From an optimization exercise on the open Yosys and OpenROAD flow, aimed at small area; shortcuts taken in it are not production practice.
Function was checked by simulation only, so behaviour that the tests miss may differ from the original.
No driver is modelled on the clock port, so clocking that relies on it looks cheaper here than on a real chip.
Power figures rest on the tool's default switching activity, not on a simulated workload.

`flow/flow/run.sh`:
```
#!/bin/bash
# Standard ORFS layout (standard.sh) with two changes that only affect how the
# layout is built:
#  - clock tree: larger sink clusters driven by clkbuf_16 and no dummy loads
#    (the default tree balances with ~150 dummy cells)
#  - port buffers: the smallest buffer cell instead of clkdlybuf4s50_1
# Everything else (synthesis, floorplan, tap cells, power grid, placement,
# routing, finishing) is the standard flow.  make's full output goes to
# standard.log; ORFS keeps each step's tool log under orfs/logs/.
set -euo pipefail
export CTS_ARGS="-sink_clustering_enable -repair_clock_nets -dont_use_dummy_load -sink_clustering_size 28 -sink_clustering_max_diameter 60 -buf_list sky130_fd_sc_hd__clkbuf_16"
export BUFFER_PORTS_ARGS="-buffer_cell sky130_fd_sc_hd__buf_1"
bash standard.sh finish > standard.log 2>&1
```
`flow/design.v`:
```
module crc16_byte (
    input  wire [15:0] crc_in,
    input  wire [7:0]  data,
    output wire [15:0] crc_out
);
    wire [15:0] s0 = crc_in ^ {8'h00, data};
    wire [15:0] s1 = s0[0] ? ((s0 >> 1) ^ 16'hA001) : (s0 >> 1);
    wire [15:0] s2 = s1[0] ? ((s1 >> 1) ^ 16'hA001) : (s1 >> 1);
    wire [15:0] s3 = s2[0] ? ((s2 >> 1) ^ 16'hA001) : (s2 >> 1);
    wire [15:0] s4 = s3[0] ? ((s3 >> 1) ^ 16'hA001) : (s3 >> 1);
    wire [15:0] s5 = s4[0] ? ((s4 >> 1) ^ 16'hA001) : (s4 >> 1);
    wire [15:0] s6 = s5[0] ? ((s5 >> 1) ^ 16'hA001) : (s5 >> 1);
    wire [15:0] s7 = s6[0] ? ((s6 >> 1) ^ 16'hA001) : (s6 >> 1);
    wire [15:0] s8 = s7[0] ? ((s7 >> 1) ^ 16'hA001) : (s7 >> 1);
    assign crc_out = s8;
endmodule
module relay_codec (
    input  wire        clk,
    input  wire        rst,
    input  wire [7:0]  dev_addr,
    input  wire        enabled,
    input  wire        cmd_valid,
    output wire        cmd_ready,
    input  wire [2:0]  cmd_op,
    input  wire [15:0] cmd_start,
    input  wire [15:0] cmd_count,
    input  wire [3:0]  cmd_channel,
    input  wire        cmd_on,
    input  wire [7:0]  cmd_states,
    input  wire [3:0]  cmd_states_len,
    input  wire        cmd_open_ok,
    output wire        tx_valid,
    output wire [7:0]  tx_data,
    input  wire        tx_ready,
    input  wire        tx_timeout,
    input  wire        rx_valid,
    input  wire [7:0]  rx_data,
    input  wire        rx_timeout,
    input  wire        io_fault,
    output wire        res_valid,
    input  wire        res_ready,
    output wire [2:0]  res_kind,
    output wire [2:0]  res_sub,
    output wire [8:0]  res_count,
    output wire [7:0]  res_code,
    output wire [7:0]  res_fc,
    output wire        coil_valid,
    input  wire        coil_ready,
    output wire [7:0]  coil_data,
    output wire        coil_last
);
    localparam OP_READ_COILS  = 3'd0;
    localparam OP_READ_ALL    = 3'd1;
    localparam OP_SET_CHANNEL = 3'd2;
    localparam OP_SET_ALL     = 3'd3;
    localparam OP_DISPOSE     = 3'd4;
    localparam K_OK       = 3'd0;
    localparam K_ARGUMENT = 3'd1;
    localparam K_TIMEOUT  = 3'd2;
    localparam K_PROTOCOL = 3'd3;
    localparam K_CONNECT  = 3'd4;
    localparam K_CONFIG   = 3'd5;
    localparam F_READ = 2'd0;
    localparam F_CHAN = 2'd1;
    localparam F_ALL  = 2'd2;
    localparam F_NONE = 2'd3;
    localparam S_IDLE  = 3'd0;
    localparam S_TX    = 3'd1;
    localparam S_RX    = 3'd2;
    localparam S_RES   = 3'd3;
    localparam S_ALIGN = 3'd4;    
    localparam S_COIL  = 3'd5;
    localparam NL = 10;
    localparam NR = 25;
    reg  [2:0]  state,     state_n;
    reg         port_open, port_open_n;
    reg         disposed,  disposed_n;
    reg  [1:0]  fk,        fk_n;       
    reg  [15:0] rq_a,      rq_a_n;     
    reg  [10:0] qty,       qty_n;      
    reg  [8:0]  cnt,       cnt_n;      
    reg  [15:0] crc,       crc_n;
    reg         addr_ok,   addr_ok_n;
    reg         exc,       exc_n;
    reg         fc_eq,     fc_eq_n;
    reg  [7:0]  b2,        b2_n;       
    reg  [2:0]  r_kind,    r_kind_n;
    reg  [2:0]  r_sub,     r_sub_n;
    reg  [3:0]  phase;
    reg  [3:0]  m_lo,      m_lo_n;
    reg  [4:0]  m_hi,      m_hi_n;
    reg  [7:0]  hold0,     hold0_n;
    reg  [7:0]  hold1,     hold1_n;
    reg         hv0,       hv0_n;
    reg         hv1,       hv1_n;
    reg         sh, nsh;               
    reg  [8*NL-1:0] ring [0:NR-1];
    wire        bad_count   = (cmd_count == 16'd0) || (cmd_count > 16'd2000);
    wire        bad_channel = (cmd_channel == 4'd0) || (cmd_channel > 4'd8);
    wire        bad_len     = (cmd_states_len != 4'd8);
    wire [2:0]  chan_index  = cmd_channel[2:0] - 3'd1;
    wire        is_read = (fk == F_READ);
    wire        is_chan = (fk == F_CHAN);
    wire        is_all  = (fk == F_ALL);
    wire [6:0]  fc7     = is_read ? 7'h01 : is_chan ? 7'h05 : 7'h0F;
    wire [3:0]  tx_last = is_all ? 4'd9 : 4'd7;
    wire        tx_body = is_all ? (cnt[3:0] < 4'd8) : (cnt[3:0] < 4'd6);
    reg  [7:0]  tx_byte;
    always @(*) begin
        case (cnt[3:0])
        4'd0: tx_byte = dev_addr;
        4'd1: tx_byte = {1'b0, fc7};
        4'd2: tx_byte = is_read ? rq_a[15:8] : 8'h00;
        4'd3: tx_byte = is_all ? 8'h00 : rq_a[7:0];
        4'd4: tx_byte = is_chan ? rq_a[15:8] : {5'd0, qty[10:8]};
        4'd5: tx_byte = qty[7:0];
        4'd6: tx_byte = is_all ? 8'h01 : crc[7:0];
        4'd7: tx_byte = is_all ? rq_a[15:8] : crc[15:8];
        4'd8: tx_byte = crc[7:0];
        default: tx_byte = crc[15:8];
        endcase
    end
    assign tx_data  = tx_byte;
    assign tx_valid = (state == S_TX);
    wire [15:0] crc_next;
    crc16_byte u_crc (
        .crc_in (crc),
        .data   ((state == S_TX) ? tx_byte : rx_data),
        .crc_out(crc_next)
    );
    wire [8:0]  rx_n    = cnt + 9'd1;
    wire        exc_now = (cnt == 9'd1) ? rx_data[7] : exc;
    wire        rx_done = exc_now ? (rx_n == 9'd5) :
                          !is_read ? (rx_n == 9'd8) :
                          (rx_n == 9'd5 + {1'b0, b2});
    wire [7:0]  want_bc = qty[10:3] + {7'd0, qty[2:0] != 3'd0};
    wire        crc_ok  = (crc_next == 16'h0000);
    wire        coils   = (r_kind == K_OK) && is_read;
    wire        m_full  = (m_hi == NR);
    wire        capture = (state == S_RX) && rx_valid && !io_fault && !rx_timeout &&
                          (cnt >= 9'd3);
    wire [7:0]  exit_b  = ring[NR-1][8*NL-1 -: 8];
    wire [7:0]  tail_mask = (qty[2:0] == 3'd0) ? 8'hFF : ((8'h01 << qty[2:0]) - 8'h01);
    wire [3:0]  phase_n = (phase == NL - 1) ? 4'd0 : phase + 4'd1;
    integer r;
    always @(posedge clk) begin
        ring[0] <= {ring[0][8*NL-9:0],
                    ({8{sh}} & hold0) | ({8{nsh}} & ring[0][8*NL-1 -: 8])};
        for (r = 1; r < NR; r = r + 1)
            ring[r] <= {ring[r][8*NL-9:0],
                        ({8{sh}} & ring[r-1][8*NL-1 -: 8]) | ({8{nsh}} & ring[r][8*NL-1 -: 8])};
    end
    assign cmd_ready  = (state == S_IDLE);
    assign res_valid  = (state == S_RES);
    assign res_kind   = r_kind;
    assign res_sub    = r_sub;
    assign res_count  = cnt;
    wire        exc_res = (r_kind == K_PROTOCOL) && (r_sub == 3'd5);
    assign res_code   = exc_res ? b2 : 8'h00;
    assign res_fc     = exc_res ? {1'b1, fc7} : 8'h00;
    assign coil_valid = (state == S_COIL) && hv0;
    assign coil_data  = hold0;
    assign coil_last  = (b2 == 8'd0);
    always @(*) begin
        state_n     = state;
        port_open_n = port_open;
        disposed_n  = disposed;
        fk_n        = fk;
        rq_a_n      = rq_a;
        qty_n       = qty;
        cnt_n       = cnt;
        crc_n       = crc;
        addr_ok_n   = addr_ok;
        exc_n       = exc;
        fc_eq_n     = fc_eq;
        b2_n        = b2;
        r_kind_n    = r_kind;
        r_sub_n     = r_sub;
        m_lo_n      = m_lo;
        m_hi_n      = m_hi;
        hold0_n     = hold0;
        hold1_n     = hold1;
        hv0_n       = hv0;
        hv1_n       = hv1;
        if (sh) begin
            if (m_lo == NL - 1) begin
                m_lo_n = 4'd0;
                m_hi_n = m_hi + 5'd1;
            end else
                m_lo_n = m_lo + 4'd1;
        end
        if (state == S_COIL) begin
            if (sh) begin
                hold0_n = exit_b & ((b2 == 8'd1) ? tail_mask : 8'hFF);
                hv0_n   = 1'b1;
                b2_n    = b2 - 8'd1;
            end else if (coil_ready)
                hv0_n   = 1'b0;
        end else if (sh && hv0) begin
            hold0_n = hv1 ? hold1 : rx_data;
            hv0_n   = hv1 || capture;
            hold1_n = rx_data;
            hv1_n   = hv1 && capture;
        end else if (capture) begin
            if (!hv0) begin
                hold0_n = rx_data;
                hv0_n   = 1'b1;
            end else begin
                hold1_n = rx_data;
                hv1_n   = 1'b1;
            end
        end
        case (state)
        S_IDLE: begin
            if (cmd_valid) begin
                cnt_n  = 9'd0;
                b2_n   = 8'd0;
                m_lo_n = 4'd0;
                m_hi_n = 5'd0;
                hv0_n  = 1'b0;
                hv1_n  = 1'b0;
                fk_n   = F_NONE;
                state_n = S_RES;
                if (cmd_op == OP_DISPOSE) begin
                    port_open_n = 1'b0;
                    disposed_n  = 1'b1;
                    r_kind_n = K_OK; r_sub_n = 3'd0;
                end else if (cmd_op == OP_READ_COILS && bad_count) begin
                    r_kind_n = K_ARGUMENT; r_sub_n = 3'd1;
                end else if (cmd_op == OP_SET_CHANNEL && bad_channel) begin
                    r_kind_n = K_ARGUMENT; r_sub_n = 3'd3;
                end else if (cmd_op == OP_SET_ALL && bad_len) begin
                    r_kind_n = K_ARGUMENT; r_sub_n = 3'd4;
                end else if (!enabled) begin
                    r_kind_n = K_CONFIG; r_sub_n = 3'd1;
                end else if (disposed) begin
                    r_kind_n = K_CONNECT; r_sub_n = 3'd2;
                end else if (!port_open && !cmd_open_ok) begin
                    r_kind_n = K_CONNECT; r_sub_n = 3'd1;
                end else begin
                    port_open_n = 1'b1;
                    crc_n       = 16'hFFFF;
                    state_n     = S_TX;
                    case (cmd_op)
                    OP_READ_COILS: begin
                        fk_n   = F_READ;
                        rq_a_n = cmd_start;
                        qty_n  = cmd_count[10:0];
                    end
                    OP_READ_ALL: begin
                        fk_n   = F_READ;
                        rq_a_n = 16'h0000;
                        qty_n  = 11'd8;
                    end
                    OP_SET_CHANNEL: begin
                        fk_n   = F_CHAN;
                        rq_a_n = {{8{cmd_on}}, 5'd0, chan_index};
                        qty_n  = 11'd0;
                    end
                    default: begin  
                        fk_n   = F_ALL;
                        rq_a_n = {cmd_states, 8'h00};
                        qty_n  = 11'd8;
                    end
                    endcase
                end
            end
        end
        S_TX: begin
            if (tx_timeout) begin
                r_kind_n = K_TIMEOUT; r_sub_n = 3'd2;
                state_n  = S_RES;
            end else if (tx_ready) begin
                if (tx_body)
                    crc_n = crc_next;
                cnt_n = cnt + 9'd1;
                if (cnt[3:0] == tx_last) begin
                    crc_n   = 16'hFFFF;
                    cnt_n   = 9'd0;
                    exc_n   = 1'b0;
                    state_n = S_RX;
                end
            end
        end
        S_RX: begin
            if (io_fault) begin
                r_kind_n = K_CONNECT; r_sub_n = 3'd3;
                cnt_n    = 9'd0;
                state_n  = S_RES;
            end else if (rx_timeout) begin
                r_kind_n = K_TIMEOUT; r_sub_n = 3'd1;
                state_n  = S_RES;
            end else if (rx_valid) begin
                crc_n = crc_next;
                cnt_n = rx_n;
                if (cnt == 9'd0) addr_ok_n = (rx_data == dev_addr);
                if (cnt == 9'd1) begin
                    exc_n   = rx_data[7];
                    fc_eq_n = (rx_data[6:0] == fc7);
                end
                if (cnt == 9'd2) b2_n = rx_data;
                if (rx_done) begin
                    cnt_n   = 9'd0;
                    state_n = S_RES;
                    if (!crc_ok) begin
                        r_kind_n = K_PROTOCOL; r_sub_n = 3'd1;
                    end else if (!addr_ok) begin
                        r_kind_n = K_PROTOCOL; r_sub_n = 3'd2;
                    end else if (exc) begin
                        r_kind_n = K_PROTOCOL;
                        r_sub_n  = fc_eq ? 3'd5 : 3'd3;
                    end else if (!fc_eq) begin
                        r_kind_n = K_PROTOCOL; r_sub_n = 3'd3;
                    end else if (is_read && b2 != want_bc) begin
                        r_kind_n = K_PROTOCOL; r_sub_n = 3'd4;
                    end else begin
                        r_kind_n = K_OK; r_sub_n = 3'd0;
                        if (is_read)
                            state_n = S_ALIGN;
                    end
                end
            end
        end
        S_ALIGN: begin
            if (m_full)
                state_n = S_RES;
        end
        S_RES: begin
            if (res_ready) begin
                m_lo_n  = 4'd0;
                m_hi_n  = 5'd0;
                hv0_n   = 1'b0;
                state_n = coils ? S_COIL : S_IDLE;
            end
        end
        S_COIL: begin
            if (coil_ready && hv0 && b2 == 8'd0)
                state_n = S_IDLE;
        end
        default: state_n = S_IDLE;
        endcase
    end
    wire        lane_n = (phase_n == m_lo_n);
    wire        sh_n   = lane_n &&
                         (((m_hi_n != NR) &&
                           (((state_n == S_RX) && hv0_n) || (state_n == S_ALIGN))) ||
                          ((state_n == S_COIL) && !hv0_n && (b2_n != 8'd0)));
    always @(posedge clk) begin
        if (rst) begin
            state     <= S_IDLE;
            port_open <= 1'b0;
            disposed  <= 1'b0;
            r_kind    <= K_OK;
            r_sub     <= 3'd0;
            fk        <= F_NONE;
            cnt       <= 9'd0;
            hv0       <= 1'b0;
            hv1       <= 1'b0;
            m_lo      <= 4'd0;
            m_hi      <= 5'd0;
            phase     <= 4'd0;
            sh        <= 1'b0;
            nsh       <= 1'b1;
        end else begin
            state     <= state_n;
            port_open <= port_open_n;
            disposed  <= disposed_n;
            r_kind    <= r_kind_n;
            r_sub     <= r_sub_n;
            fk        <= fk_n;
            cnt       <= cnt_n;
            hv0       <= hv0_n;
            hv1       <= hv1_n;
            m_lo      <= m_lo_n;
            m_hi      <= m_hi_n;
            phase     <= phase_n;
            sh        <= sh_n;
            nsh       <= !sh_n;
        end
        rq_a    <= rq_a_n;
        qty     <= qty_n;
        crc     <= crc_n;
        addr_ok <= addr_ok_n;
        exc     <= exc_n;
        fc_eq   <= fc_eq_n;
        b2      <= b2_n;
        hold0   <= hold0_n;
        hold1   <= hold1_n;
    end
endmodule
```
`flow/constraint.sdc`:
```
create_clock -name core_clock -period 10.0 [get_ports {clk}]
set_input_delay 2.0000 -clock core_clock [delete_from_list [all_inputs] [get_ports {clk}]]
set_output_delay 2.0000 -clock core_clock [all_outputs]
set_load 0.01 [all_outputs]
```
`flow/standard.sh`:
```
#!/bin/bash
# synth_recipe.tcl (not shown) runs the flow's synth.tcl, then flattens the netlist and writes it again
# the make line also repeats each setting of config.mk as NAME=value (left out here)
make -C /OpenROAD-flow-scripts/flow DESIGN_CONFIG=/design/flow/config.mk WORK_HOME=/design/flow/orfs CLKGATE_MAP_FILE= SYNTH_SCRIPT=/design/flow/synth_recipe.tcl "${@:-finish}"
```
`flow/config.mk`:
```
export PLATFORM = sky130hd
export DESIGN_NAME = relay_codec
export DESIGN_NICKNAME = relay_codec
export VERILOG_FILES = /design/flow/design.v
export SDC_FILE = /design/flow/constraint.sdc
export NUM_CORES = 4
export LEC_CHECK = 0
export CAP_MARGIN = 20
export CORE_MARGIN = 2
export CORE_UTILIZATION = 70
export PLACE_DENSITY = 0.8
export SLEW_MARGIN = 20
```
==> results of run 1 <==
## metrics by stage
| stage | hold WS [ns] | instances | instance area [µm²] |
|---|---|---|---|
| 4_1_cts | 0.235 | 4289 | 53800 |
| 3_5_place_dp | 0.312 | 4196 | 51500 |
| 3_3_place_gp | 0.310 | 4196 | 51500 |
| 5_1_grt | 0.242 | 4289 | 53800 |
| 2_1_floorplan | 0.310 | 3216 | 50200 |
| 6_report | 0.240 | 4290 | 53800 |
## cell type report
cell class                      count  share of cell area (%)
Tap cell                          950                    2.21
Clock buffer                       93                    4.33
Inverter                           24                   0.167
Timing Repair Buffer              143                    1.10
Sequential cell                  2109                    79.7
Multi-Input combinational cell    970                    12.5
Antenna cell                        1                 0.00465
## layout by cell type (no fill, tap or decap), types with 26 or more instances in the layout
master / instances
edfxtp_1: 62
xor2_1: 26
xnor2_1: 48
nor3_1: 31
clkbuf_16: 93
nor2_1: 94
a22o_1: 201
a21oi_1: 57
buf_1: 128
o21ai_0: 48
and2_1: 34
nand3_1: 37
dfxtp_1: 2045
nand2_1: 80
## per-layer routing
layer / GRT usage, % / vias up
met3: 3.87 / 163
met1: 36.3 / 11400
met2: 44.6 / 591
li1: - / 10900
met4: 7.20 / 0
met5: 0 / -
## state kept, by name, summed over array words and instances (netlist names), 5 cells and up
signal and count:
cnt 9, b2 8, qty 11, hold1 8, m_hi 5, ring 2000
rq_a 16, hold0 8, crc 16
## logic make-up after synthesis
kind of cell	count (synthesis)	synth area share, %
mux	32	0.661
xor+xnor	76	1.38
buf+inv	137	1.17
compound gates	423	6.52
flops	2109	85.4
simple gates	419	4.41
other cells	1	0.00748
fa+ha+maj	17	0.419
## power by group through the flow
stage | clock network (mW) | logic (mW) | registers (mW)
after floorplan | 0 | 0.457 | 8.71
after global placement | 0 | 0.611 | 8.74
after detailed placement | 0 | 0.621 | 8.74
final | 4.07 | 0.628 | 8.55
after CTS | 4.12 | 0.624 | 8.54
after global routing | 4.37 | 0.679 | 8.55
## final timing paths
path	slack (ns)	from	endpoint	cells past startpoint
worst min register to register	0.24	ring[23][48]	ring[23][56]	0
worst max register to register	3.17	cnt[0]	sh	19
worst max-delay path	3.17	cnt[0]	sh	19
worst min-delay path	0.24	ring[23][48]	ring[23][56]	0
## worst max-delay path, stage by stage (launching register included)
cell and delay (ns):
dfxtp_1 0.62, ha_1 0.48, inv_1 0.17, a311oi_2 0.70
o21ai_1 0.23, a2111oi_0 0.72, o21ai_0 0.27, and2_1 0.23
xnor2_1 0.23, xor2_1 0.19, xnor2_1 0.20, xor2_1 0.24
ha_1 0.32, xnor2_1 0.23, nand4b_1 0.16, or4_1 0.48
or3_1 0.36, o21a_1 0.21, or4_4 0.52, and3_1 0.17
==> results.sh, run 1 <==
export IMPL_status="timing/DRC/antenna clean"
export IMPL_slew_headroom_pct=29.7
export IMPL_wl_met3_mm=3.83
export IMPL_total_power_mw=13.2
export IMPL_numCtsBuffers=93
export IMPL_drv_cap=0
export IMPL_grt_max_degree=82
export IMPL_wl_met2_mm=47.0
export IMPL_hold_class="reg2reg"
export IMPL_placement_io_buffers=128
export IMPL_critPathKind="reg2reg"
export IMPL_required_ns=10.51
export IMPL_cts_tree="done"
export IMPL_cts_root_buffer="clkbuf_16"
export IMPL_cts_clk_slew_worst_paths_ns=0.10
export IMPL_postCtsSetupBuffers=0
export IMPL_routedWlPerCell_um=22.5
export IMPL_setup_worst_path_start_class="flip-flop"
export IMPL_antenna_found_initial=0
export IMPL_worst_pin_slew_ns=1.05
export IMPL_yosysMostFrequentCell="dfxtp_1"
export IMPL_drt_wl_total_mm=96.5
export IMPL_die_x_um=272
export IMPL_vdd_drop_max_mv=0.197
export IMPL_hold_buffers=0
export IMPL_yosys_area_top_type="dfxtp_1"
export IMPL_drt_iter0_markers=1534
export IMPL_die_area_um2=73800
export IMPL_maxSlewViolCount=0
export IMPL_yosys_warnings=2
export IMPL_synthCells=3214
export IMPL_synth_ff_type="dfxtp_1"
export IMPL_utilization_pct=75.5
export IMPL_grt_total_usage_pct=26.5
export IMPL_core_um2=71200
export IMPL_pwr_share_comb_pct=4.7
export IMPL_internal_power_mw=10.4
export IMPL_multi_input_area_um2=6740
export IMPL_synth_top_area_share_pct=81.7
export IMPL_setup_viol=0
export IMPL_power_density_nw_per_um2=246
export IMPL_rows=98
export IMPL_gp_congestion=0.946
export IMPL_grt_remaining_overflow=0
export IMPL_top_layer="met4"
export IMPL_drive_above_1_share_pct=4.28
export IMPL_ant_nets=0
export IMPL_synth_edf_count=62
export IMPL_clock_skew_ns=0.0919
export IMPL_clockPowerShare_pct=30.7
export IMPL_place_hpwl_mm=54.0
export IMPL_grt_pass1_wl_mm=149
export IMPL_grt_setup_unrepaired="no"
export IMPL_clk_latency_ns=0.67
export IMPL_power_frac_seq_pct=64.5
export IMPL_ys_async_sr_fraction_pct=0
export IMPL_syn_area_um2=50100
export IMPL_initial_utilization_pct=70.4
export IMPL_ys_seq_area_share_pct=85.4
export IMPL_h_tree_depth=3
export IMPL_num_vias=23100
export IMPL_fin_crit_ns=6.83
export IMPL_syn_avg_cell_area_um2=15.6
export IMPL_numClockSinks=2109
export IMPL_end_kind="flip-flop"
export IMPL_clockBufferDepth=3
export IMPL_setup_slack_ns=3.17
export IMPL_power_switching_mw=2.84
export IMPL_max_freq_mhz=146
export IMPL_dieHeight_um=272
export IMPL_synth_area_leaders="dfxtp_1 82%, edfxtp_1 3.7%, a22o_1 3.5%"
export IMPL_cp_max_fo=14
export IMPL_met1_length_mm=43.1
export IMPL_cts_resized_gates=0
export IMPL_layout_nets=3437
export IMPL_drtPass1Iterations=5
export IMPL_synth_seq_cells=2109
export IMPL_synth_cell_type_count=90
export IMPL_regArea_um2=42800
export IMPL_drc_errors=0
export IMPL_nFillCells=3769
export IMPL_grt_pass1_vias=24500
export IMPL_leakage_nw=20.8
export IMPL_pre_cts_slack_ns=2.70
export IMPL_io_pins=132
export IMPL_syn2layout_area_growth_pct=7.25
export IMPL_swShare_pct=21.4
export IMPL_finalCritPeriodShare_pct=68.3
export IMPL_tns_ns=0
export IMPL_hold_viol=0
export IMPL_cp_arrival_ns=7.35
export IMPL_synth_common_cells="2047 x dfxtp_1, 201 x a22o_1, 95 x nor2_1"
export IMPL_drt_vias_per_instance=5.38
==> run 2: changes to the inputs <==
--- a/flow/design.v
+++ b/flow/design.v
@@ -76,7 +76,7 @@
     reg         port_open, port_open_n;
     reg         disposed,  disposed_n;
     reg  [1:0]  fk,        fk_n;       
-    reg  [15:0] rq_a,      rq_a_n;     
+    reg  [15:0] q,         q_n;
     reg  [10:0] qty,       qty_n;      
     reg  [8:0]  cnt,       cnt_n;      
     reg  [15:0] crc,       crc_n;
@@ -87,10 +87,12 @@
     reg  [2:0]  r_kind,    r_kind_n;
     reg  [2:0]  r_sub,     r_sub_n;
     reg  [3:0]  phase;
+    wire [15:0] rq_a  = q;
+    wire [7:0]  hold0 = q[7:0];
+    wire [7:0]  hold1 = q[15:8];
+    reg  [7:0]  hold0_n, hold1_n;
     reg  [3:0]  m_lo,      m_lo_n;
     reg  [4:0]  m_hi,      m_hi_n;
-    reg  [7:0]  hold0,     hold0_n;
-    reg  [7:0]  hold1,     hold1_n;
     reg         hv0,       hv0_n;
     reg         hv1,       hv1_n;
     reg         sh, nsh;               
@@ -166,7 +168,6 @@
         port_open_n = port_open;
         disposed_n  = disposed;
         fk_n        = fk;
-        rq_a_n      = rq_a;
         qty_n       = qty;
         cnt_n       = cnt;
         crc_n       = crc;
@@ -180,6 +181,7 @@
         m_hi_n      = m_hi;
         hold0_n     = hold0;
         hold1_n     = hold1;
+        q_n         = q;
         hv0_n       = hv0;
         hv1_n       = hv1;
         if (sh) begin
@@ -244,22 +246,22 @@
                     case (cmd_op)
                     OP_READ_COILS: begin
                         fk_n   = F_READ;
-                        rq_a_n = cmd_start;
+                        q_n = cmd_start;
                         qty_n  = cmd_count[10:0];
                     end
                     OP_READ_ALL: begin
                         fk_n   = F_READ;
-                        rq_a_n = 16'h0000;
+                        q_n = 16'h0000;
                         qty_n  = 11'd8;
                     end
                     OP_SET_CHANNEL: begin
                         fk_n   = F_CHAN;
-                        rq_a_n = {{8{cmd_on}}, 5'd0, chan_index};
+                        q_n = {{8{cmd_on}}, 5'd0, chan_index};
                         qty_n  = 11'd0;
                     end
                     default: begin  
                         fk_n   = F_ALL;
-                        rq_a_n = {cmd_states, 8'h00};
+                        q_n = {cmd_states, 8'h00};
                         qty_n  = 11'd8;
                     end
                     endcase
@@ -339,6 +341,8 @@
         end
         default: state_n = S_IDLE;
         endcase
+        if (state != S_IDLE && state != S_TX)
+            q_n = {hold1_n, hold0_n};
     end
     wire        lane_n = (phase_n == m_lo_n);
     wire        sh_n   = lane_n &&
@@ -377,14 +381,12 @@
             sh        <= sh_n;
             nsh       <= !sh_n;
         end
-        rq_a    <= rq_a_n;
+        q       <= q_n;
         qty     <= qty_n;
         crc     <= crc_n;
         addr_ok <= addr_ok_n;
         exc     <= exc_n;
         fc_eq   <= fc_eq_n;
         b2      <= b2_n;
-        hold0   <= hold0_n;
-        hold1   <= hold1_n;
     end
 endmodule
==> flow/flow/run.sh (replaced) <==
#!/bin/bash
# Standard ORFS layout (standard.sh) with two changes that only affect how the
# layout is built:
#  - clock tree: sink clusters of up to 28 flip-flops, each driven by a
#    buf_12, and no dummy loads (the default tree balances with ~150 dummy
#    cells and uses clkbuf_16 for clusters of about 15)
#  - port buffers: the smallest buffer cell instead of clkdlybuf4s50_1
# Everything else (synthesis, floorplan, tap cells, power grid, placement,
# routing, finishing) is the standard flow.  make's full output goes to
# standard.log; ORFS keeps each step's tool log under orfs/logs/.
set -euo pipefail
export CTS_ARGS="-sink_clustering_enable -repair_clock_nets -dont_use_dummy_load -sink_clustering_size 28 -sink_clustering_max_diameter 60 -buf_list sky130_fd_sc_hd__buf_12"
export BUFFER_PORTS_ARGS="-buffer_cell sky130_fd_sc_hd__buf_1"
bash standard.sh finish > standard.log 2>&1
==> results.sh, run 2 <==
export IMPL_cp_max_fo=16
export IMPL_ant_nets=0
export IMPL_placement_io_buffers=128
export IMPL_fin_crit_ns=7.28
export IMPL_clock_skew_ns=0.127
export IMPL_layout_nets=3455
export IMPL_numCtsBuffers=92
export IMPL_synth_edf_count=46
export IMPL_drt_wl_total_mm=109
export IMPL_synthCells=3235
export IMPL_nFillCells=3754
export IMPL_r2r_setup_slack_ns=2.72
export IMPL_cts_tree="done"
export IMPL_critPathTopFamily="simple AND/OR/NAND/NOR gates"
export IMPL_rows=97
export IMPL_syn2layout_area_growth_pct=6.44
export IMPL_synth_xor_area_share_pct=1.13
export IMPL_met1_length_mm=43.5
export IMPL_gp_congestion=0.945
export IMPL_power_density_nw_per_um2=248
export IMPL_cts_resized_gates=0
export IMPL_synth_ff_type="dfxtp_1"
export IMPL_ys_async_sr_fraction_pct=0
export IMPL_synth_compound_area_share_pct=7.02
export IMPL_total_power_mw=13.1
export IMPL_antenna_found_initial=4
export IMPL_wl_met3_mm=4.47
export IMPL_largest_register="ring"
export IMPL_end_kind="flip-flop"
export IMPL_grt_pass1_vias=25400
export IMPL_postCtsSetupBuffers=0
export IMPL_routedWlPerCell_um=25.3
export IMPL_grt_setup_unrepaired="no"
export IMPL_place_hpwl_mm=61.6
export IMPL_worst_pin_slew_ns=1.09
export IMPL_io_pins=132
export IMPL_hold_viol=0
export IMPL_setup_viol=0
export IMPL_grt_total_usage_pct=30.1
export IMPL_tns_ns=0
export IMPL_final_cell_mix="2045 x dfxtp_1, 203 x a22o_1, 128 x buf_1"
export IMPL_syn_area_um2=49700
export IMPL_die_area_um2=73100
export IMPL_die_x_um=270
export IMPL_wl_met2_mm=57.0
export IMPL_utilization_pct=75.4
export IMPL_final_common_cell="dfxtp_1"
export IMPL_yosys_area_top_type="dfxtp_1"
export IMPL_required_ns=10.47
export IMPL_grt_remaining_overflow=0
export IMPL_dieHeight_um=270
export IMPL_max_freq_mhz=137
export IMPL_finalCritPeriodShare_pct=72.8
export IMPL_h_tree_depth=3
export IMPL_numClockSinks=2093
export IMPL_drv_cap=0
export IMPL_grt_pass1_wl_mm=165
export IMPL_drive_above_1_share_pct=4.47
export IMPL_yosysMostFrequentCell="dfxtp_1"
export IMPL_maxSlewViolCount=0
export IMPL_place_inst=4207
export IMPL_cts_clk_slew_worst_paths_ns=0.10
export IMPL_top_regs="ring (2000), crc (16), q (16)"
export IMPL_drt_iter0_markers=1825
export IMPL_status="timing/DRC/antenna clean"
export IMPL_yosys_area_share_simple_pct=4.51
export IMPL_slew_headroom_pct=27.3
export IMPL_top_layer="met5"
export IMPL_synth_common_cells="2047 x dfxtp_1, 203 x a22o_1, 118 x nor2_1"
export IMPL_ys_seq_area_share_pct=85.3
export IMPL_syn_avg_cell_area_um2=15.4
export IMPL_synthAdderAreaFrac_pct=0.353
export IMPL_pre_cts_slack_ns=2.80
export IMPL_synth_area_leaders="dfxtp_1 82%, a22o_1 3.6%, edfxtp_1 2.8%"
export IMPL_whs_ns=0.224
export IMPL_num_vias=23800
export IMPL_crit_slowest_cell="dfxtp_1"
export IMPL_largest_register_ffs=2000
export IMPL_core_um2=70100
export IMPL_crit_chain="inv_1 > ha_1 > nor2b_1 > o21ai_1 > nand3_1 > and4_1 > o21ba_2 > nor2_1 > xor2_1 > xor2_1 > xnor2_1 > ha_1 > xnor2_1 > nand4b_1 > a221oi_1 > or4b_1 > a211oi_2 > nand2_1 > a211o_1 > a311oi_2"
export IMPL_hold_buffers=0
export IMPL_drt_vias_per_instance=5.53
export IMPL_stdcell_area_um2=52900
export IMPL_synth_top_family_by_area="compound AO/OA/AOI/OAI gates"
export IMPL_finalNonFillerCells=4300
export IMPL_cp_arrival_ns=7.76
export IMPL_initial_utilization_pct=70.8
export IMPL_drtPass1Iterations=8
export IMPL_synth_cell_type_count=88
export IMPL_clk_latency_ns=0.65
export IMPL_grt_max_degree=144
export IMPL_vdd_drop_max_mv=0.191
export IMPL_placed_cell_area_um2=51000
export IMPL_hold_class="reg2reg"
export IMPL_setup_slack_ns=2.72
export IMPL_critPathKind="reg2reg"
export IMPL_synth_seq_cells=2093
export IMPL_clockBufferDepth=3
export IMPL_leakage_nw=20.5
export IMPL_cts_root_buffer="buf_12"
export IMPL_synthMuxAreaShare_pct=0.441
export IMPL_max_stage_delay_ns=0.72
export IMPL_synth_top_area_share_pct=82.5
export IMPL_cp_buffers_inverters=1
export IMPL_drc_errors=0
export IMPL_yosys_warnings=2
export IMPL_setup_worst_path_start_class="flip-flop"
-- run 2: changes by cell type in the layout (fill, tap and decap cells not counted), moves of 9 or more --
| cell | previous run | this run |
|---|---|---|
| buf_12 | 0 | 93 |
| clkbuf_16 | 93 | 0 |
| edfxtp_1 | 62 | 46 |
| inv_1 | 23 | 37 |
| mux2i_1 | 23 | 14 |
| nor2_1 | 94 | 118 |
| o21ai_0 | 48 | 60 |
| or3_1 | 17 | 5 |
-- run 2: worst paths after layout --
kind | from | end | cells after the start
worst max-delay path | cnt[0] | r_sub[1] | 20
worst min-delay path | ring[0][52] | ring[0][60] | 0
worst max register to register | cnt[0] | r_sub[1] | 20
worst min register to register | ring[0][52] | ring[0][60] | 0
-- run 2: area by class of cell --
type	instances	area, µm²	area share, %
well taps	940	1180	2.22
multi-input cells	990	6720	12.7
inverters	38	143	0.270
flip-flops and latches	2093	42400	80.1
clock buffers	92	1840	3.48
repair buffers	146	628	1.19
diodes	1	2.50	0.00473
-- run 2: logic make-up after synthesis --
kind of cell    after synthesis
other cells                   1
simple gates                437
xor+xnor                     63
fa+ha+maj                    14
flops                      2093
mux                          21
compound gates              452
buf+inv                     154
-- run 2: where the power goes --
group | total (mW) | internal, mW | switching, mW
sequential | 8.55 | 8.45 | 0.104
combinational | 0.665 | 0.219 | 0.445
clock | 3.88 | 1.43 | 2.45
-- run 2: routing by layer --
metal / vias to the layer above / GRT usage [%]
li1: 11000 / -
met1: 11800 / 38.2
met2: 705 / 53.9
met3: 248 / 3.78
met4: 2 / 9.32
met5: - / 0
-- run 2: worst register-to-register path, stage by stage (launching register included) --
cell and delay [ns]:
dfxtp_1 0.72, inv_1 0.15, ha_1 0.30, nor2b_1 0.16, o21ai_1 0.44, nand3_1 0.63, and4_1 0.40, o21ba_2 0.25
nor2_1 0.38, xor2_1 0.28, xor2_1 0.30, xnor2_1 0.22, ha_1 0.31, xnor2_1 0.27, nand4b_1 0.24, a221oi_1 0.32
or4b_1 0.49, a211oi_2 0.70, nand2_1 0.14, a211o_1 0.33, a311oi_2 0.22
==> run 3: changes to the inputs <==
--- a/flow/design.v
+++ b/flow/design.v
@@ -132,9 +132,9 @@
     );
     wire [8:0]  rx_n    = cnt + 9'd1;
     wire        exc_now = (cnt == 9'd1) ? rx_data[7] : exc;
-    wire        rx_done = exc_now ? (rx_n == 9'd5) :
-                          !is_read ? (rx_n == 9'd8) :
-                          (rx_n == 9'd5 + {1'b0, b2});
+    wire        rx_done = exc_now ? (cnt == 9'd4) :
+                          !is_read ? (cnt == 9'd7) :
+                          (cnt == {1'b0, b2} + 9'd4);
     wire [7:0]  want_bc = qty[10:3] + {7'd0, qty[2:0] != 3'd0};
     wire        crc_ok  = (crc_next == 16'h0000);
     wire        coils   = (r_kind == K_OK) && is_read;
==> flow/flow/run.sh (replaced) <==
#!/bin/bash
# Standard ORFS layout (standard.sh) with two changes that only affect how the
# layout is built:
#  - clock tree: sink clusters of up to ~28 flip-flops, each driven by a
#    buf_12, and no dummy loads (the default tree balances with ~150 dummy
#    cells and uses clkbuf_16 for clusters of about 15).  After CTS the
#    largest flip-flop clock-pin slew is measured; if it is above 118 ps the
#    clock tree is built again with the next, more conservative setting (the
#    last one is ORFS's default CTS).
#  - port buffers: the smallest buffer cell instead of clkdlybuf4s50_1
# Everything else (synthesis, floorplan, tap cells, power grid, placement,
# routing, finishing) is the standard flow.  Each make run's full output goes
# to its own standard_*.log and each slew measurement to slew_*.log; ORFS
# keeps each step's tool log under orfs/logs/.
set -euo pipefail
export BUFFER_PORTS_ARGS="-buffer_cell sky130_fd_sc_hd__buf_1"
RES=orfs/results/sky130hd/relay_codec/base
LOGS=orfs/logs/sky130hd/relay_codec/base
base="-sink_clustering_enable -repair_clock_nets -dont_use_dummy_load"
tries=(
  "$base -sink_clustering_size 28 -sink_clustering_max_diameter 60 -buf_list sky130_fd_sc_hd__buf_12"
  "$base -sink_clustering_size 24 -sink_clustering_max_diameter 60 -buf_list sky130_fd_sc_hd__buf_12"
  "$base -sink_clustering_size 28 -sink_clustering_max_diameter 45 -buf_list sky130_fd_sc_hd__buf_12"
  "$base -sink_clustering_size 20 -sink_clustering_max_diameter 40 -buf_list sky130_fd_sc_hd__buf_12"
  "$base -sink_clustering_size 16 -sink_clustering_max_diameter 40 -buf_list sky130_fd_sc_hd__clkbuf_16"
  ""
)
i=0
for args in "${tries[@]}"; do
  i=$((i + 1))
  rm -f $RES/4_* $LOGS/4_*
  if [[ -n "$args" ]]; then export CTS_ARGS="$args"; else unset CTS_ARGS; fi
  echo "CTS try $i: ${args:-ORFS default}" >> cts_tries.log
  bash standard.sh cts > standard_cts_$i.log 2>&1
  CTS_ODB=$RES/4_cts.odb CTS_SDC=$RES/4_cts.sdc SLEW_OUT=slew_$i.txt \
    openroad -no_init -exit flow/clk_slew.tcl > slew_$i.log 2>&1
  s=$(cat slew_$i.txt)
  echo "  largest clock pin slew $s ns" >> cts_tries.log
  if [[ -z "$args" ]] || awk -v s="$s" 'BEGIN { exit !(s <= 0.118) }'; then
    break
  fi
done
bash standard.sh finish > standard.log 2>&1
==> flow/flow/clk_slew.tcl (new file) <==
# Largest slew at a flip-flop clock pin of the design after CTS, with
# placement parasitics; written to the file named by SLEW_OUT (in ns).
set plat $::env(FLOW_HOME)/platforms/sky130hd
read_lef $plat/lef/sky130_fd_sc_hd.tlef
read_lef $plat/lef/sky130_fd_sc_hd_merged.lef
read_liberty $plat/lib/sky130_fd_sc_hd__tt_025C_1v80.lib
read_db $::env(CTS_ODB)
read_sdc $::env(CTS_SDC)
source $plat/setRC.tcl
estimate_parasitics -placement
set mx 0
foreach pin [get_pins -hierarchical */CLK] {
  set s [get_property $pin slew_max]
  if {$s > $mx} { set mx $s }
}
puts "largest clock pin slew: $mx"
set f [open $::env(SLEW_OUT) w]
puts $f $mx
close $f
==> results.sh, run 3 <==
export IMPL_clock_skew_ns=0.111
export IMPL_largest_register="ring"
export IMPL_placement_io_buffers=128
export IMPL_tns_ns=0
export IMPL_cts_resized_gates=0
export IMPL_grt_max_degree=71
export IMPL_drt_vias_per_instance=5.46
export IMPL_setup_viol=0
export IMPL_setup_worst_path_start_class="flip-flop"
export IMPL_fin_crit_ns=6.26
export IMPL_clockBufferDepth=3
export IMPL_maxSlewViolCount=0
export IMPL_hold_viol=0
export IMPL_finalCritPeriodShare_pct=62.6
export IMPL_die_x_um=270
export IMPL_cts_root_buffer="buf_12"
export IMPL_regToRegStartpoint="cnt[0]"
export IMPL_top_regs="ring (2000), crc (16), q (16)"
export IMPL_synth_cell_type_count=87
export IMPL_dieHeight_um=270
export IMPL_die_area_um2=73000
export IMPL_clk_latency_ns=0.64
export IMPL_worst_pin_slew_ns=1.09
export IMPL_largest_register_ffs=2000
export IMPL_r2r_end="sh"
export IMPL_grt_pass1_vias=25100
export IMPL_drc_errors=0
export IMPL_ff2ff_path_depth=19
export IMPL_yosys_area_top_type="dfxtp_1"
export IMPL_numClockSinks=2093
export IMPL_synthCells=3191
export IMPL_ys_async_sr_fraction_pct=0
export IMPL_slew_headroom_pct=27.2
export IMPL_placed_cell_area_um2=50900
export IMPL_yosysMostFrequentCell="dfxtp_1"
export IMPL_h_tree_depth=3
export IMPL_cp_max_fo=19
export IMPL_stdcell_area_um2=53000
export IMPL_nFillCells=3680
export IMPL_gp_congestion=0.926
export IMPL_grt_pass1_wl_mm=155
export IMPL_synth_common_cells="2047 x dfxtp_1, 203 x a22o_1, 110 x nor2_1"
export IMPL_synth_edf_count=46
export IMPL_grt_remaining_overflow=0
export IMPL_drv_cap=0
export IMPL_synth_top_area_share_pct=82.7
export IMPL_synth_seq_cells=2093
export IMPL_drtPass1Iterations=6
export IMPL_synth_ff_type="dfxtp_1"
export IMPL_syn2layout_area_growth_pct=6.90
export IMPL_drt_iter0_markers=1945
export IMPL_critPathKind="reg2reg"
export IMPL_core_um2=70000
export IMPL_drt_wl_total_mm=101
export IMPL_status="timing/DRC/antenna clean"
export IMPL_drive_above_1_share_pct=4.72
export IMPL_layout_nets=3427
export IMPL_total_power_mw=13.1
export IMPL_cts_tree="done"
export IMPL_postCtsSetupBuffers=0
export IMPL_rows=97
export IMPL_syn_area_um2=49600
export IMPL_r2r_setup_slack_ns=3.74
export IMPL_grt_setup_unrepaired="no"
export IMPL_required_ns=10.56
export IMPL_final_common_cell="dfxtp_1"
export IMPL_place_hpwl_mm=55.6
export IMPL_hold_buffers=0
export IMPL_initial_utilization_pct=70.8
export IMPL_ys_seq_area_share_pct=85.4
export IMPL_num_vias=23300
export IMPL_hold_class="reg2reg"
export IMPL_leakage_nw=20.6
export IMPL_worst_hold_path_endpoint="ring[23][11]"
export IMPL_vdd_drop_max_mv=0.201
export IMPL_final_cell_mix="2045 x dfxtp_1, 203 x a22o_1, 128 x buf_1"
export IMPL_yosys_warnings=2
export IMPL_whs_path_depth=0
export IMPL_antenna_diode_count=0
export IMPL_io_pins=132
export IMPL_max_freq_mhz=160
export IMPL_cts_clk_slew_worst_paths_ns=0.09
export IMPL_syn_avg_cell_area_um2=15.5
export IMPL_synth_area_leaders="dfxtp_1 83%, a22o_1 3.6%, edfxtp_1 2.8%"
export IMPL_numCtsBuffers=103
export IMPL_ant_nets=0
export IMPL_hold_start="ring[23][3]"
export IMPL_antenna_found_initial=1
export IMPL_grt_total_usage_pct=28.0
export IMPL_cp_arrival_ns=6.83
export IMPL_power_density_nw_per_um2=248
export IMPL_routedWlPerCell_um=23.6
export IMPL_end_kind="flip-flop"
[run 3: cell count changes in the layout (fill, tap and decap cells not counted), sizes merged, moves of 6 or more]
cell and change:
o211ai -6, nand2b +8, buf +11, nand2 -17, o31ai +11, nor2 -8, nand3b -9, and2 -6
a311oi +6, nand3 -12, o21ai -15, mux2i +9, a31oi -9
[run 3: metrics by stage]
stage	hold WS, ns	util, %	std cells	setup WS, ns
3_3_place_gp	0.310	72.7	4165	3.63
6_report	0.272	75.7	4269	3.74
3_5_place_dp	0.312	72.7	4166	3.51
5_1_grt	0.259	75.7	4269	3.32
2_1_floorplan	0.310	-	3193	4.57
4_1_cts	0.265	75.6	4269	3.74
[run 3: cells by family after synthesis]
kind of cell / after synthesis / share of synthesized area [%]
xor+xnor: 63 / 1.14
buf+inv: 150 / 1.27
simple gates: 390 / 4.08
fa+ha+maj: 16 / 0.404
mux: 29 / 0.601
compound gates: 449 / 7.05
flops: 2093 / 85.4
other cells: 1 / 0.00756
[run 3: power breakdown]
part / total [mW] / internal (mW) / switching [mW] / leakage [nW]
clock network: 4.08 / 1.60 / 2.48 / 0.968
registers: 8.53 / 8.43 / 0.0966 / 16.9
logic: 0.530 / 0.191 / 0.340 / 2.75
[run 3: worst max path at each step]
stage	from	end	slack, ns
floorplan	cmd_count[0]	q[0]	4.57
CTS	cnt[1]	sh	3.74
global route	cnt[0]	nsh	3.32
global placement	dev_addr[1]	sh	3.63
detailed placement	dev_addr[1]	nsh	3.51
finish	cnt[0]	sh	3.74
[run 3: layout make-up]
cell class	count	area (µm²)	share of cell area (%)
clock buffers	103	2060	3.89
multi-input cells	950	6630	12.5
repair buffers	146	616	1.16
well taps	940	1180	2.22
inverters	37	144	0.272
flip-flops and latches	2093	42400	79.9
[run 3: critical path, cell delays in order (launching register included)]
cell and delay, ns:
dfxtp_1 0.70, inv_1 0.19, ha_1 0.31, nor4_1 0.36, a311oi_1 0.15, nor2_1 0.49
a2111oi_1 0.22, a2111oi_0 0.83, nor2_1 0.24, xnor2_1 0.32, xnor2_1 0.17, xnor2_1 0.18
ha_1 0.30, xnor2_1 0.20, and4b_1 0.26, and3_1 0.17, o2111ai_1 0.36, a31oi_2 0.36
mux2i_1 0.25, and3_1 0.18
[run 3: routing by layer]
layer	up-vias	GRT usage [%]	part of all wire (%)
met5	-	0	0.013
met4	2	7.97	2.9
met3	177	3.42	3.9
met2	609	49.4	51
met1	11600	36.5	42
li1	10900	-	-
==> run 4: changes to the inputs <==
==> flow/flow/run.sh (replaced) <==
#!/bin/bash
set -euo pipefail
export BUFFER_PORTS_ARGS="-buffer_cell sky130_fd_sc_hd__buf_1"
RES=orfs/results/sky130hd/relay_codec/base
LOGS=orfs/logs/sky130hd/relay_codec/base
base="-sink_clustering_enable -repair_clock_nets -dont_use_dummy_load -buf_list sky130_fd_sc_hd__buf_12"
tries=(
  "-sink_clustering_size 28 -sink_clustering_max_diameter 60"
  "-sink_clustering_size 32 -sink_clustering_max_diameter 60"
  "-sink_clustering_size 30 -sink_clustering_max_diameter 50"
  "-sink_clustering_size 26 -sink_clustering_max_diameter 70"
  "-sink_clustering_size 28 -sink_clustering_max_diameter 50"
  "-sink_clustering_size 24 -sink_clustering_max_diameter 60"
  "-sink_clustering_size 26 -sink_clustering_max_diameter 50"
  "-sink_clustering_size 28 -sink_clustering_max_diameter 45"
  "-sink_clustering_size 22 -sink_clustering_max_diameter 60"
  "-sink_clustering_size 20 -sink_clustering_max_diameter 40"
)
best=""
best_area=""
i=0
for t in "${tries[@]}"; do
  i=$((i + 1))
  rm -f $RES/4_* $LOGS/4_*
  export CTS_ARGS="$base $t"
  echo "CTS try $i: $CTS_ARGS" >> cts_tries.log
  if ! bash standard.sh cts > standard_cts_$i.log 2>&1; then
    echo "  failed" >> cts_tries.log
    continue
  fi
  CTS_ODB=$RES/4_cts.odb CTS_SDC=$RES/4_cts.sdc SLEW_OUT=slew_$i.txt \
    openroad -no_init -exit flow/clk_slew.tcl > slew_$i.log 2>&1 || continue
  read -r s a < slew_$i.txt
  echo "  largest clock pin slew $s ns, cell area $a um2" >> cts_tries.log
  if awk -v s="$s" -v a="$a" -v b="${best_area:-1e99}" 'BEGIN { exit !(s <= 0.120 && a < b) }'; then
    best=$i
    best_area=$a
    rm -rf keep
    mkdir -p keep/res keep/logs
    cp $RES/4_* keep/res/
    cp $LOGS/4_* keep/logs/
  fi
done
rm -f $RES/4_* $LOGS/4_*
if [[ -n "$best" ]]; then
  echo "kept try $best" >> cts_tries.log
  cp keep/res/* $RES/
  cp keep/logs/* $LOGS/
else
  echo "none qualified: ORFS default CTS" >> cts_tries.log
  unset CTS_ARGS
  bash standard.sh cts > standard_cts_default.log 2>&1
fi
bash standard.sh finish > standard.log 2>&1
==> flow/flow/clk_slew.tcl (replaced) <==
# After CTS: the largest slew at a flip-flop clock pin (ns, with placement
# parasitics) and the total cell area (um2), written to the file named by
# SLEW_OUT as "slew area".
set plat $::env(FLOW_HOME)/platforms/sky130hd
read_lef $plat/lef/sky130_fd_sc_hd.tlef
read_lef $plat/lef/sky130_fd_sc_hd_merged.lef
read_liberty $plat/lib/sky130_fd_sc_hd__tt_025C_1v80.lib
read_db $::env(CTS_ODB)
read_sdc $::env(CTS_SDC)
source $plat/setRC.tcl
estimate_parasitics -placement
set mx 0
foreach pin [get_pins -hierarchical */CLK] {
  set s [get_property $pin slew_max]
  if {$s > $mx} { set mx $s }
}
set area 0
foreach inst [[ord::get_db_block] getInsts] {
  set m [$inst getMaster]
  set area [expr {$area + [$m getWidth] * [$m getHeight] / 1e6}]
}
puts "largest clock pin slew: $mx ns, cell area: $area um2"
set f [open $::env(SLEW_OUT) w]
puts $f "$mx $area"
close $f
==> results.sh, run 4 <==
export IMPL_grt_pass1_vias=25100
export IMPL_setup_slack_ns=3.74
export IMPL_drv_cap=0
export IMPL_worst_hold_path_endpoint="ring[23][11]"
export IMPL_grt_max_degree=71
export IMPL_placement_io_buffers=128
export IMPL_finalNonFillerCells=4269
export IMPL_tns_ns=0
export IMPL_grt_setup_unrepaired="no"
export IMPL_cts_resized_gates=0
export IMPL_vdd_drop_max_mv=0.201
export IMPL_grt_total_usage_pct=28.0
export IMPL_yosys_area_top_type="dfxtp_1"
export IMPL_r2r_end="sh"
export IMPL_num_vias=23300
export IMPL_place_hpwl_mm=55.6
export IMPL_nFillCells=3680
export IMPL_clockBufferDepth=3
export IMPL_cts_clk_slew_worst_paths_ns=0.09
export IMPL_cts_tree="done"
export IMPL_grt_remaining_overflow=0
export IMPL_end_kind="flip-flop"
export IMPL_required_ns=10.56
export IMPL_final_cell_mix="2045 x dfxtp_1, 203 x a22o_1, 128 x buf_1"
export IMPL_pre_cts_slack_ns=3.51
export IMPL_max_freq_mhz=160
export IMPL_total_power_mw=13.1
export IMPL_ant_nets=0
export IMPL_power_density_nw_per_um2=248
export IMPL_setup_viol=0
export IMPL_hold_class="reg2reg"
export IMPL_antenna_found_initial=1
export IMPL_synth_ff_type="dfxtp_1"
export IMPL_setup_worst_path_start_class="flip-flop"
export IMPL_synth_edf_count=46
export IMPL_largest_register="ring"
export IMPL_syn_area_um2=49600
export IMPL_die_area_um2=73000
export IMPL_drc_errors=0
export IMPL_drt_iter0_markers=1945
export IMPL_top_regs="ring (2000), crc (16), q (16)"
export IMPL_place_inst=4166
export IMPL_io_pins=132
export IMPL_drt_wl_total_mm=101
export IMPL_gp_congestion=0.926
export IMPL_ys_async_sr_fraction_pct=0
export IMPL_core_um2=70000
export IMPL_synth_common_cells="2047 x dfxtp_1, 203 x a22o_1, 110 x nor2_1"
export IMPL_yosysMostFrequentCell="dfxtp_1"
export IMPL_synth_seq_cells=2093
export IMPL_synth_top_area_share_pct=82.7
export IMPL_layout_nets=3427
export IMPL_cp_max_fo=19
export IMPL_drt_vias_per_instance=5.46
export IMPL_grt_pass1_wl_mm=155
export IMPL_clock_skew_ns=0.111
export IMPL_whs_ns=0.272
export IMPL_synth_area_leaders="dfxtp_1 83%, a22o_1 3.6%, edfxtp_1 2.8%"
export IMPL_slew_headroom_pct=27.2
export IMPL_antenna_diode_count=0
export IMPL_hold_viol=0
export IMPL_ys_seq_area_share_pct=85.4
export IMPL_rows=97
export IMPL_hold_buffers=0
export IMPL_synthCells=3191
export IMPL_numClockSinks=2093
export IMPL_die_x_um=270
export IMPL_ff2ff_path_depth=19
export IMPL_r2r_setup_slack_ns=3.74
export IMPL_status="timing/DRC/antenna clean"
export IMPL_cts_root_buffer="buf_12"
export IMPL_syn2layout_area_growth_pct=6.90
export IMPL_numCtsBuffers=103
export IMPL_maxSlewViolCount=0
export IMPL_whs_path_depth=0
export IMPL_initial_utilization_pct=70.8
export IMPL_postCtsSetupBuffers=0
export IMPL_finalCritPeriodShare_pct=62.6
export IMPL_leakage_nw=20.6
export IMPL_h_tree_depth=3
export IMPL_synth_cell_type_count=87
export IMPL_largest_register_ffs=2000
export IMPL_hold_start="ring[23][3]"
export IMPL_cp_arrival_ns=6.83
export IMPL_syn_avg_cell_area_um2=15.5
export IMPL_critPathKind="reg2reg"
export IMPL_routedWlPerCell_um=23.6
export IMPL_clk_latency_ns=0.64
export IMPL_fin_crit_ns=6.26
export IMPL_dieHeight_um=270
export IMPL_worst_pin_slew_ns=1.09
export IMPL_final_common_cell="dfxtp_1"
export IMPL_drive_above_1_share_pct=4.72
export IMPL_drtPass1Iterations=6
export IMPL_yosys_warnings=2
export IMPL_regToRegStartpoint="cnt[0]"
-- run 4: cell families (layout without fill, tap and decap cells) --
kind of cell | after synthesis | count (layout) | share of synthesized area, %
flops | 2093 | 2093 | 85.4
buf+inv | 150 | 286 | 1.27
fa+ha+maj | 16 | 16 | 0.404
compound gates | 449 | 449 | 7.05
mux | 29 | 29 | 0.601
simple gates | 390 | 390 | 4.08
other cells | 1 | 3 | 0.00756
xor+xnor | 63 | 63 | 1.14
-- run 4: through the flow --
| step | utilization, % | cell area, µm² |
|---|---|---|
| floorplan | - | 49600 |
| global placement | 72.7 | 50900 |
| detailed placement | 72.7 | 50900 |
| CTS | 75.6 | 53000 |
| global route | 75.7 | 53000 |
| finish | 75.7 | 53000 |
-- run 4: power breakdown --
group	total, mW	leakage, nW	internal [mW]	switching, mW
Combinational	0.530	2.75	0.191	0.340
Clock	4.08	0.968	1.60	2.48
Sequential	8.53	16.9	8.43	0.0966
Total	13.1	20.6	10.2	2.92
-- run 4: area by class of cell --
class / instances / area, µm² / share of cell area (%)
flip-flops and latches: 2093 / 42400 / 79.9
repair buffers: 146 / 616 / 1.16
well taps: 940 / 1180 / 2.22
inverters: 37 / 144 / 0.272
multi-input cells: 950 / 6630 / 12.5
clock buffers: 103 / 2060 / 3.89
-- run 4: worst max path at each step --
stage                 start  endpoint  slack, ns  cells past startpoint
2_1_floorplan  cmd_count[0]      q[0]       4.57                     11
3_3_place_gp    dev_addr[1]        sh       3.63                     17
3_5_place_dp    dev_addr[1]       nsh       3.51                     17
4_1_cts              cnt[1]        sh       3.37                     18
5_1_grt              cnt[0]       nsh       3.32                     19
6_report             cnt[0]        sh       3.74                     19
-- run 4: worst max-delay path, cell delays in order, from the launching register on --
cell	delay [ns]
dfxtp_1	0.70
inv_1	0.19
ha_1	0.31
nor4_1	0.36
a311oi_1	0.15
nor2_1	0.49
a2111oi_1	0.22
a2111oi_0	0.83
nor2_1	0.24
xnor2_1	0.32
xnor2_1	0.17
xnor2_1	0.18
ha_1	0.30
xnor2_1	0.20
and4b_1	0.26
and3_1	0.17
o2111ai_1	0.36
a31oi_2	0.36
mux2i_1	0.25
and3_1	0.18
-- run 4: metal layers --
metal | GRT usage, % | wire length (µm) | vias to the layer above
li1 | - | - | 10900
met1 | 36.5 | 42200 | 11600
met2 | 49.4 | 51500 | 609
met3 | 3.42 | 3890 | 177
met4 | 7.97 | 2930 | 2
met5 | 0 | 13 | -
==> run 5: changes to the inputs <==
--- a/flow/config.mk
+++ b/flow/config.mk
@@ -7,6 +7,6 @@
 export LEC_CHECK = 0
 export CAP_MARGIN = 20
 export CORE_MARGIN = 2
-export CORE_UTILIZATION = 70
-export PLACE_DENSITY = 0.8
+export CORE_UTILIZATION = 74
+export PLACE_DENSITY = 0.82
 export SLEW_MARGIN = 20
==> results.sh, run 5 <==
export IMPL_hold_class="reg2reg"
export IMPL_drt_iter0_markers=2482
export IMPL_clock_skew_ns=0.103
export IMPL_hold_buffers=0
export IMPL_synth_area_leaders="dfxtp_1 83%, a22o_1 3.6%, edfxtp_1 2.8%"
export IMPL_grt_pass1_vias=25900
export IMPL_drc_errors=0
export IMPL_wl_met3_mm=6.43
export IMPL_clockBufferDepth=3
export IMPL_cts_root_buffer="buf_12"
export IMPL_io_pins=132
export IMPL_drt_wl_total_mm=111
export IMPL_synth_cell_type_count=87
export IMPL_final_common_cell="dfxtp_1"
export IMPL_synth_seq_cells=2093
export IMPL_end_kind="flip-flop"
export IMPL_synth_top_area_share_pct=82.7
export IMPL_syn_area_um2=49600
export IMPL_grt_total_usage_pct=32.5
export IMPL_drv_cap=0
export IMPL_synth_compound_area_share_pct=7.05
export IMPL_dieHeight_um=263
export IMPL_utilization_pct=79.7
export IMPL_rows=94
export IMPL_antenna_found_initial=2
export IMPL_ys_seq_area_share_pct=85.4
export IMPL_grt_max_degree=166
export IMPL_synthCells=3191
export IMPL_clk_latency_ns=0.65
export IMPL_power_density_nw_per_um2=247
export IMPL_synth_ff_type="dfxtp_1"
export IMPL_vdd_drop_max_mv=0.200
export IMPL_cp_arrival_ns=7.28
export IMPL_yosysMostFrequentCell="dfxtp_1"
export IMPL_wl_met2_mm=57.3
export IMPL_drtPass1Iterations=7
export IMPL_cts_resized_gates=0
export IMPL_largest_register_ffs=2000
export IMPL_grt_remaining_overflow=0
export IMPL_finalCritPeriodShare_pct=68.0
export IMPL_hold_viol=0
export IMPL_num_vias=24100
export IMPL_postCtsSetupBuffers=0
export IMPL_regArea_um2=42400
export IMPL_initial_utilization_pct=75.0
export IMPL_top_layer="met5"
export IMPL_syn2layout_area_growth_pct=6.30
export IMPL_grt_pass1_wl_mm=167
export IMPL_maxSlewViolCount=0
export IMPL_tns_ns=0
export IMPL_slew_headroom_pct=20.7
export IMPL_fin_crit_ns=6.80
export IMPL_multi_input_area_um2=6630
export IMPL_critPathKind="reg2reg"
export IMPL_setup_viol=0
export IMPL_drive_above_1_share_pct=4.31
export IMPL_die_x_um=263
export IMPL_setup_worst_path_start_class="flip-flop"
export IMPL_synthAdderAreaFrac_pct=0.404
export IMPL_required_ns=10.48
export IMPL_layout_nets=3414
export IMPL_largest_register="ring"
export IMPL_cts_tree="done"
export IMPL_yosys_area_share_simple_pct=4.08
export IMPL_numCtsBuffers=93
export IMPL_leakage_nw=20.5
export IMPL_grt_setup_unrepaired="no"
export IMPL_yosys_warnings=2
export IMPL_ant_nets=0
export IMPL_drt_vias_per_instance=5.75
export IMPL_routedWlPerCell_um=26.5
export IMPL_met1_length_mm=41.7
export IMPL_synth_top_family_by_area="compound AO/OA/AOI/OAI gates"
export IMPL_cts_clk_slew_worst_paths_ns=0.10
export IMPL_place_hpwl_mm=63.0
export IMPL_placement_io_buffers=128
export IMPL_max_freq_mhz=147
export IMPL_status="timing/DRC/antenna clean"
export IMPL_top_regs="ring (2000), crc (16), q (16)"
export IMPL_synthMuxAreaShare_pct=0.601
export IMPL_synth_edf_count=46
export IMPL_h_tree_depth=3
export IMPL_nFillCells=3087
export IMPL_ys_async_sr_fraction_pct=0
export IMPL_cp_max_fo=19
export IMPL_core_um2=66100
export IMPL_worst_pin_slew_ns=1.19
export IMPL_gp_congestion=0.935
export IMPL_synth_xor_area_share_pct=1.14
export IMPL_syn_avg_cell_area_um2=15.5
export IMPL_yosys_area_top_type="dfxtp_1"
export IMPL_die_area_um2=69100
export IMPL_synth_common_cells="2047 x dfxtp_1, 203 x a22o_1, 110 x nor2_1"
export IMPL_numClockSinks=2093
export IMPL_final_cell_mix="2045 x dfxtp_1, 203 x a22o_1, 128 x buf_1"
-- run 5: per-layer routing --
layer	up-vias	GRT usage (%)
li1	10900	-
met1	11900	39.4
met2	1004	57.9
met3	332	5.25
met4	2	13.8
met5	-	0
-- run 5: cell families after synthesis --
family	count (synthesis)
flops	2093
compound gates	449
simple gates	390
buf+inv	150
xor+xnor	63
mux	29
fa+ha+maj	16
other cells	1
-- run 5: area by class of cell --
cell class / count / share of cell area, %
flip-flops and latches: 2093 / 80.4
multi-input cells: 950 / 12.6
diodes: 1 / 0.00475
clock buffers: 93 / 3.53
repair buffers: 143 / 1.17
well taps: 864 / 2.05
inverters: 37 / 0.273
-- run 5: critical path, stage by stage (launching register included) --
cell	delay, ns
dfxtp_1	0.82
inv_1	0.20
ha_1	0.30
nor4_1	0.35
a311oi_1	0.17
nor2_1	0.63
a2111oi_2	0.20
a2111oi_1	0.89
nor2_1	0.22
xnor2_1	0.20
xnor2_1	0.26
xnor2_1	0.22
ha_1	0.33
xnor2_1	0.23
and4b_1	0.28
and3_1	0.17
o2111ai_1	0.34
a31oi_2	0.40
mux2i_1	0.32
nand3_1	0.12
-- run 5: per-stage QoR --
| step | instance area, µm² | power [mW] | worst slack, ns | cells | hold WS (ns) |
|---|---|---|---|---|---|
| floorplan | 49600 | 9.01 | 4.57 | 3193 | 0.310 |
| global placement | 50800 | 9.22 | 3.72 | 4087 | 0.310 |
| detailed placement | 50800 | 9.23 | 3.37 | 4087 | 0.312 |
| CTS | 52700 | 13.0 | 2.87 | 4180 | 0.244 |
| global route | 52700 | 13.3 | 3.04 | 4180 | 0.245 |
| finish | 52700 | 13.0 | 3.20 | 4181 | 0.245 |
-- run 5: power by group --
| group | internal [mW] | switching, mW | total (mW) |
|---|---|---|---|
| Combinational | 0.193 | 0.389 | 0.582 |
| Sequential | 8.43 | 0.100 | 8.53 |
| Clock | 1.45 | 2.45 | 3.90 |
| Total | 10.1 | 2.94 | 13.0 |
-- run 5: worst paths after layout --
path | slack (ns) | cells after the start | to | start
worst max-delay path | 3.20 | 19 | nsh | cnt[0]
worst max register to register | 3.20 | 19 | nsh | cnt[0]
worst min register to register | 0.25 | 0 | ring[2][69] | ring[2][61]
worst min-delay path | 0.25 | 0 | ring[2][69] | ring[2][61]

## port drivers added, routing unchanged
How much do the figures lean on ideal ports? The routed layouts below were timed once more, with nothing changed but the port constraints.
Step 1 (the two cells are an assumption about what drives the block):
set clk [get_ports {clk}]
set_driving_cell -lib_cell sky130_fd_sc_hd__clkbuf_16 $clk
set_driving_cell -lib_cell sky130_fd_sc_hd__buf_2 [delete_from_list [all_inputs] $clk]
Step 2 also shifts input and output timing later by t, the mid clock arrival at the registers, as if the neighbouring blocks saw the same clock.
a / b / c = no drivers / after step 1 / after step 2; a / b = the first two.
run	t, ns	setup slack, ns	worst setup path after step 2	worst register clock-pin slew, ns	pins driven straight from the clock port
run 1	0.696	3.166 / 3.166 / 2.558	input to register	0.11 / 0.11	1
run 2	0.662	2.715 / 2.715 / 2.433	input to register	0.12 / 0.12	1
run 3	0.656	3.737 / 3.737 / 3.401	input to register	0.10 / 0.10	1
run 4	0.656	3.737 / 3.737 / 3.401	input to register	0.10 / 0.10	1
run 5	0.667	3.196 / 3.196 / 3.188	input to register	0.12 / 0.12	1
After both steps every run listed still meets setup and hold. The setup slack of run 1, which loses most, moves by 0.000 ns with the drivers and by -0.608 ns with both steps.
